From an optimization exercise on the open Yosys and OpenROAD flow, aimed at small area; shortcuts taken in it are not production practice.
Only simulation tests tie the RTL to the original design; equivalence was not proved.
Power is estimated from default activity; no workload was simulated.

==> flow/design.v <==
module ppm_core (
    input  wire        clk,
    input  wire        rst,           
    input  wire        op_valid,
    input  wire [63:0] op_word,
    output reg         rsp_valid,
    output reg  [1:0]  rsp_status,
    output wire [31:0] rsp_data,
    output wire [1:0]  mode,          
    output wire [15:0] enc_reload,    
    output wire [31:0] err_count      
);
    localparam [1:0] S_OK = 2'd0, S_NOT_READY = 2'd1, S_OUT_OF_RANGE = 2'd2, S_NONE = 2'd3;
    function [32:0] rca;
        input [31:0] a;
        input [31:0] b;
        input        ci;
        integer i;
        reg c;
        begin
            c = ci;
            for (i = 0; i < 32; i = i + 1) begin
                rca[i] = a[i] ^ b[i] ^ c;
                c = (a[i] & b[i]) | (a[i] & c) | (b[i] & c);
            end
            rca[32] = c;
        end
    endfunction
    function ge;
        input [31:0] x;
        input [31:0] c;
        integer i;
        reg g;
        begin
            g = 1'b1;
            for (i = 0; i < 32; i = i + 1)
                g = c[i] ? (x[i] & g) : (x[i] | g);
            ge = g;
        end
    endfunction
    reg [1:0]   mode_q;
    reg [1:0]   rsel_q;           
    reg [87:0]  bank_a;
    reg [87:0]  bank_b;
    reg         bz_q;             
    reg         neg_q;
    reg [3:0]   cnt_q;
    reg [2:0]   ci_q;
    reg [18:0]  r_q;
    reg [31:0]  lr_q;
    reg [6:0]   si_q;             
    reg [18:0]  w_q;
    reg [6:0]   pc_q;             
    reg [1:0]   noisy_q;
    reg [31:0]  fc_q;             
    reg [31:0]  ec_q;             
    reg         pcv_q;            
    wire [3:0]  op     = op_word[63:60];
    wire        f_ovf  = op_word[59];
    wire        f_cpf  = op_word[58];
    wire [15:0] f_pm1  = op_word[31:16];
    wire [15:0] f_val  = op_word[15:0];
    wire is_dec = mode_q[0];
    wire is_enc = mode_q[1];
    wire is_uni = ~mode_q[0] & ~mode_q[1];
    wire op_lrx   = op_valid &  op[3];
    wire op_evt   = op_valid & ~op[3] & (op[2:0] == 3'd0);
    wire op_init  = op_valid & ~op[3] & (op[2:0] == 3'd1);
    wire op_deini = op_valid & ~op[3] & (op[2:0] == 3'd2);
    wire op_nfa   = op_valid & ~op[3] & (op[2:0] == 3'd3);
    wire op_chw   = op_valid & ~op[3] & (op[2:0] == 3'd4);
    wire op_stage = op_valid & ~op[3] & (op[2:0] == 3'd5);
    wire op_swap  = op_valid & ~op[3] & (op[2:0] == 3'd6);
    wire op_ltx   = op_valid & ~op[3] & (op[2:0] == 3'd7);
    wire [10:0] rd_raw = bank_b[ci_q*11 +: 11];
    wire [32:0] rd_s   = rca({21'd0, rd_raw}, 32'd750, 1'b0);
    wire [11:0] rd_val = rd_s[11:0];
    wire        dev  = op_evt & is_dec & (f_ovf | f_cpf);
    wire [32:0] a_s  = rca({16'd0, f_ovf ? f_pm1 : 16'd0}, {16'd0, f_cpf ? f_val : 16'd0}, f_ovf);
    wire [32:0] s_s  = rca({{13{r_q[18]}}, r_q}, {15'd0, a_s[16:0]}, pcv_q);
    wire        neg  = s_s[19];
    wire [18:0] tpos = neg ? 19'd0 : s_s[18:0];
    wire [32:0] x_s     = rca({14'd0, w_q[17:0]}, {13'd0, s_s[18:0]}, 1'b0);
    wire        thr     = w_q[18] | (~neg & (x_s[18] | x_s[19]));
    wire [18:0] ts_n    = neg ? w_q : {thr, x_s[17:0]};
    wire        fc_nz    = |fc_q;
    wire        stale    = thr & fc_nz;
    wire        big      = ge({13'd0, tpos}, 32'd2301);
    wire        term     = big & ~neg_q;
    wire        n_nz     = |si_q;
    wire        n_eq     = si_q == pc_q;
    wire        noisy_hi = noisy_q == 2'd3;
    wire        commit_c = n_eq & ~noisy_hi;
    wire        err_t    = ((pc_q != 7'd0) & ~n_eq) | noisy_hi;
    wire        chan     = ~big & ~neg_q & f_cpf;
    wire        short_p  = chan & ~ge({13'd0, tpos}, 32'd750);
    wire        store_c  = chan & ~short_p;
    wire        d_term   = dev & term & n_nz;           
    wire        d_commit = d_term & commit_c;
    wire        d_ecinc  = dev & ((term & n_nz & ~commit_c & err_t) | short_p);
    wire        d_stale  = dev & stale;
    wire        d_store  = dev & store_c;
    wire [2:0]  s_idx    = (|si_q[6:3]) ? 3'd7 : si_q[2:0];
    wire [10:0] raw7     = bank_a[7*11 +: 11];
    wire [11:0] wsrc     = op_evt ? s_s[11:0]
                         : ~ge({16'd0, f_val}, 32'd850) ? 12'd850
                         :  ge({16'd0, f_val}, 32'd2201) ? 12'd2200 : f_val[11:0];
    wire [32:0] wd_s     = rca({20'd0, wsrc}, ~32'd750, 1'b1);
    wire [10:0] wdata    = wd_s[10:0];
    wire [32:0] jd_s     = rca({21'd0, wdata}, ~{21'd0, raw7}, 1'b1);
    wire [11:0] jd       = jd_s[11:0];
    wire        jit      = jd[11] ? ~ge({20'd0, jd}, 32'hDA9) : ge({20'd0, jd}, 32'd600);    
    wire        noisy_inc = (|si_q[6:3]) & jit;
    wire [32:0] fc_inc   = rca(fc_q, 32'd0, 1'b1);
    wire [32:0] ec_inc   = rca(ec_q, 32'd0, 1'b1);
    wire        eev      = op_evt & is_enc & f_ovf;
    wire [11:0] w        = bz_q ? 12'd850 : rd_val;
    wire [32:0] bs_s     = rca({17'd0, r_q[14:0]}, ~{20'd0, w}, 1'b1);
    wire [14:0] bsub     = bs_s[14:0];
    wire        bgt      = ~bs_s[15] & (|bs_s[14:0]);
    wire [3:0]  ci_inc   = {1'b0, ci_q} + 4'd1;
    wire        chw_ok   = is_dec & (op_word[7:3] == 5'd0) & ({1'b0, op_word[2:0]} < cnt_q);
    wire        stage_ok = is_enc & (op_word[23:19] == 5'd0);
    wire        fc_new   = fc_q != lr_q;
    wire [2:0]  wa_idx   = op_evt ? s_idx : op_word[18:16];
    wire        wa_en    = d_store | (op_stage & stage_ok);
    wire        b_copy   = d_commit | (op_swap & is_enc);
    integer k;
    always @(posedge clk) begin
        for (k = 0; k < 8; k = k + 1) begin
            if ((wa_en & (wa_idx == k)) | op_init)
                bank_a[k*11 +: 11] <= wdata;
        end
        if (b_copy)
            bank_b <= bank_a;
    end
    always @(posedge clk) begin
        if (rst) begin
            mode_q    <= 2'd0;
            rsp_valid <= 1'b0;
        end else begin
            rsp_valid <= op_valid;
            if (op_init)
                mode_q <= op_word[1:0];
            else if (op_deini)
                mode_q <= 2'd0;
        end
    end
    always @(posedge clk) begin
        rsp_status <= S_OK;
        rsel_q     <= 2'd0;
        if (op_ltx)
            rsp_status <= S_NONE;
        if (op_lrx)
            rsel_q <= 2'd3;
        if (op_nfa | op_chw | op_stage | op_swap) begin
            if (is_uni)
                rsp_status <= S_NOT_READY;
            else if ((op_nfa | op_chw) ? is_enc : is_dec)
                rsp_status <= S_OUT_OF_RANGE;
            else if (op_chw & ~chw_ok)
                rsp_status <= S_OUT_OF_RANGE;
            else if (op_stage & ~stage_ok)
                rsp_status <= S_OUT_OF_RANGE;
        end
        if (op_nfa & is_dec & fc_new)
            rsel_q <= 2'd1;
        if (op_chw & chw_ok & ~bz_q)
            rsel_q <= 2'd2;
    end
    always @(posedge clk) begin
        if (b_copy)
            bz_q <= 1'b0;
        else if (op_init | d_stale)
            bz_q <= 1'b1;
    end
    always @(posedge clk) begin
        if (op_init) begin
            neg_q    <= 1'b1;
            cnt_q    <= 4'd0;
            r_q      <= op_word[1] ? 19'd20000 : 19'd0;
            lr_q     <= op_word[1] ? 32'd20000 : 32'd0;
            w_q      <= 19'd62144;
            pc_q     <= 7'd0;
            fc_q     <= 32'd0;
            ec_q     <= 32'd0;
            pcv_q    <= 1'b0;
        end else begin
            if (op_nfa & is_dec)
                lr_q <= fc_q;
            if (op_chw & is_dec)
                ci_q <= op_word[2:0];
            if (dev) begin
                pcv_q <= f_cpf;
                if (f_cpf) begin
                    r_q <= {3'b111, ~f_val};
                    w_q <= d_commit ? 19'd62144 : ts_n;
                end else if (d_commit) begin
                    r_q <= 19'd4096;
                    w_q <= 19'd58048;
                end else begin
                    r_q <= tpos[18] ? 19'd4096 : {1'b0, tpos[17:0]};
                    w_q[18] <= thr;
                end
                if (stale)
                    fc_q <= {31'd0, d_term};
                else if (d_term & ~fc_inc[32])
                    fc_q <= fc_inc[31:0];
                if (stale)
                    ec_q <= {31'd0, d_ecinc};
                else if (d_ecinc & ~ec_inc[32])
                    ec_q <= ec_inc[31:0];
                if (big) begin
                    neg_q   <= 1'b0;
                    si_q    <= 7'd0;
                    noisy_q <= 2'd0;
                    if (term & n_nz)
                        pc_q <= si_q;
                    if (d_commit)
                        cnt_q <= ge({25'd0, si_q}, 32'd9) ? 4'd8 : si_q[3:0];
                end else if (short_p) begin
                    neg_q <= 1'b1;
                end else if (store_c) begin
                    if (~(&si_q))
                        si_q <= si_q + 7'd1;
                    if (noisy_inc & ~noisy_hi)
                        noisy_q <= noisy_q + 2'd1;
                end
            end
            if (op_swap & is_enc)
                cnt_q <= (op_word[7:3] != 5'd0) ? 4'd8 : {1'b0, op_word[2:0]};
            if (eev) begin
                if (neg_q) begin
                    lr_q[14:0] <= ge({17'd0, r_q[14:0]}, 32'd2302) ? r_q[14:0] : 15'd2301;
                    r_q        <= 19'd20000;
                    if (cnt_q != 4'd0) begin
                        neg_q <= 1'b0;
                        ci_q  <= 3'd0;
                    end
                end else begin
                    lr_q[14:0] <= {3'd0, w};
                    r_q        <= {4'b0, bgt ? bsub : 15'd0};
                    ci_q       <= ci_inc[2:0];
                    if (ci_inc >= cnt_q)
                        neg_q <= 1'b1;
                end
            end
        end
    end
    assign mode       = mode_q;
    assign enc_reload = {1'b0, lr_q[14:0]};
    assign err_count  = ec_q;
    assign rsp_data   = ({32{rsel_q == 2'd1}} & fc_q)
                      | ({32{rsel_q == 2'd2}} & {20'd0, rd_val})
                      | {31'd0, rsel_q == 2'd3};
endmodule
==> flow/config.mk <==
export PLATFORM = sky130hd
export DESIGN_NAME = ppm_core
export DESIGN_NICKNAME = ppm_core
export VERILOG_FILES = /design/flow/design.v
export SDC_FILE = /design/flow/constraint.sdc
export NUM_CORES = 4
export LEC_CHECK = 0
export ABC_AREA = 0
export CAP_MARGIN = 20
export CORE_MARGIN = 2
export CORE_UTILIZATION = 60
export PLACE_DENSITY = 0.72
export SLEW_MARGIN = 20
==> flow/constraint.sdc <==
create_clock -name core_clock -period 15.0 [get_ports {clk}]
set_input_delay 3.0000 -clock core_clock [delete_from_list [all_inputs] [get_ports {clk}]]
set_output_delay 3.0000 -clock core_clock [all_outputs]
set_load 0.01 [all_outputs]
standard.sh (not shown) runs the stock make flow with config.mk's settings and CLKGATE_MAP_FILE= SYNTH_SCRIPT=/design/flow/synth_recipe.tcl, a recipe that flattens the netlist after the stock synthesis.
==> flow/flow/run.sh <==
#!/bin/bash
# Layout: the standard flow (standard.sh, with its synthesis unchanged),
# with two settings passed to ORFS:
#  - port buffers use the smallest buffer cell (every port still gets one);
#  - CTS builds the tree from clkbuf_4 with clusters of at most 9 sinks and
#    no dummy loads.
# Each ORFS step writes its full log under orfs/logs/; make's output is in
# flow.log.
set -euo pipefail
export BUFFER_PORTS_ARGS="-buffer_cell sky130_fd_sc_hd__buf_1"
export CTS_ARGS="-sink_clustering_enable -repair_clock_nets -dont_use_dummy_load -buf_list {sky130_fd_sc_hd__clkbuf_4} -sink_clustering_size 9 -sink_clustering_max_diameter 50"
bash standard.sh finish > flow.log 2>&1
The baseline passed the timing, design-rule and antenna checks.
==> next run, changes <==
--- a/flow/design.v
+++ b/flow/design.v
@@ -71,12 +71,11 @@
     wire op_chw   = op_valid & ~op[3] & (op[2:0] == 3'd4);
     wire op_stage = op_valid & ~op[3] & (op[2:0] == 3'd5);
     wire op_swap  = op_valid & ~op[3] & (op[2:0] == 3'd6);
     wire op_ltx   = op_valid & ~op[3] & (op[2:0] == 3'd7);
     wire [10:0] rd_raw = bank_b[ci_q*11 +: 11];
-    wire [32:0] rd_s   = rca({21'd0, rd_raw}, 32'd750, 1'b0);
-    wire [11:0] rd_val = rd_s[11:0];
+    wire [11:0] rd_val = {~ge({21'd0, rd_raw}, 32'd750), rd_raw};
     wire        dev  = op_evt & is_dec & (f_ovf | f_cpf);
     wire [32:0] a_s  = rca({16'd0, f_ovf ? f_pm1 : 16'd0}, {16'd0, f_cpf ? f_val : 16'd0}, f_ovf);
     wire [32:0] s_s  = rca({{13{r_q[18]}}, r_q}, {15'd0, a_s[16:0]}, pcv_q);
     wire        neg  = s_s[19];
     wire [18:0] tpos = neg ? 19'd0 : s_s[18:0];
@@ -99,19 +98,19 @@
     wire        d_commit = d_term & commit_c;
     wire        d_ecinc  = dev & ((term & n_nz & ~commit_c & err_t) | short_p);
     wire        d_stale  = dev & stale;
     wire        d_store  = dev & store_c;
     wire [2:0]  s_idx    = (|si_q[6:3]) ? 3'd7 : si_q[2:0];
-    wire [10:0] raw7     = bank_a[7*11 +: 11];
+    wire [10:0] raw7x    = bank_a[7*11 +: 11];
+    wire [11:0] raw7     = {~ge({21'd0, raw7x}, 32'd750), raw7x};
     wire [11:0] wsrc     = op_evt ? s_s[11:0]
                          : ~ge({16'd0, f_val}, 32'd850) ? 12'd850
                          :  ge({16'd0, f_val}, 32'd2201) ? 12'd2200 : f_val[11:0];
-    wire [32:0] wd_s     = rca({20'd0, wsrc}, ~32'd750, 1'b1);
-    wire [10:0] wdata    = wd_s[10:0];
-    wire [32:0] jd_s     = rca({21'd0, wdata}, ~{21'd0, raw7}, 1'b1);
-    wire [11:0] jd       = jd_s[11:0];
-    wire        jit      = jd[11] ? ~ge({20'd0, jd}, 32'hDA9) : ge({20'd0, jd}, 32'd600);    
+    wire [10:0] wdata    = wsrc[10:0];
+    wire [32:0] jd_s     = rca({20'd0, s_s[11:0]}, ~{20'd0, raw7}, 1'b1);
+    wire [12:0] jd       = jd_s[12:0];
+    wire        jit      = jd[12] ? ~ge({19'd0, jd}, 32'h1DA9) : ge({19'd0, jd}, 32'd600);    
     wire        noisy_inc = (|si_q[6:3]) & jit;
     wire [32:0] fc_inc   = rca(fc_q, 32'd0, 1'b1);
     wire [32:0] ec_inc   = rca(ec_q, 32'd0, 1'b1);
     wire        eev      = op_evt & is_enc & f_ovf;
     wire [11:0] w        = bz_q ? 12'd850 : rd_val;
Total power drops by 2.2%.
Clock skew went up by 0.011 ns.
Core utilization shrinks by 0.97 points.
Via count grows by 3.1%.
Cell area climbs by 0.64%.

## re-timing with driven ports
No port has a modelled driver above. Below, the same layouts with a new extraction and two added sets of constraints. Step 1 sets driving cells, clkbuf_16 on the clock port and buf_2 on the other inputs (assumed; they add their load-dependent delay and slew). Step 2 times the ports against the registers' clock, not the clock port: input delays grow and output delays shrink by t, the midpoint of the rising clock arrivals with the driver on. Three values: ideal ports, drivers, drivers and shift; two values: the first two.
run | shift t [ns] | slack for setup (ns) | latest minus earliest clock arrival (ns) | worst data-port slew with drivers (ns)
the first run | 0.686 | 1.549 / 1.561 / 0.875 | 0.078 / 0.079 | 0.06
the second run | 0.703 | 1.574 / 1.553 / 0.850 | 0.081 / 0.080 | 0.08
After both steps setup and hold are still met in every run listed. The setup slack of the second run, which loses most, moves by -0.021 ns with the drivers and by -0.724 ns with both steps.
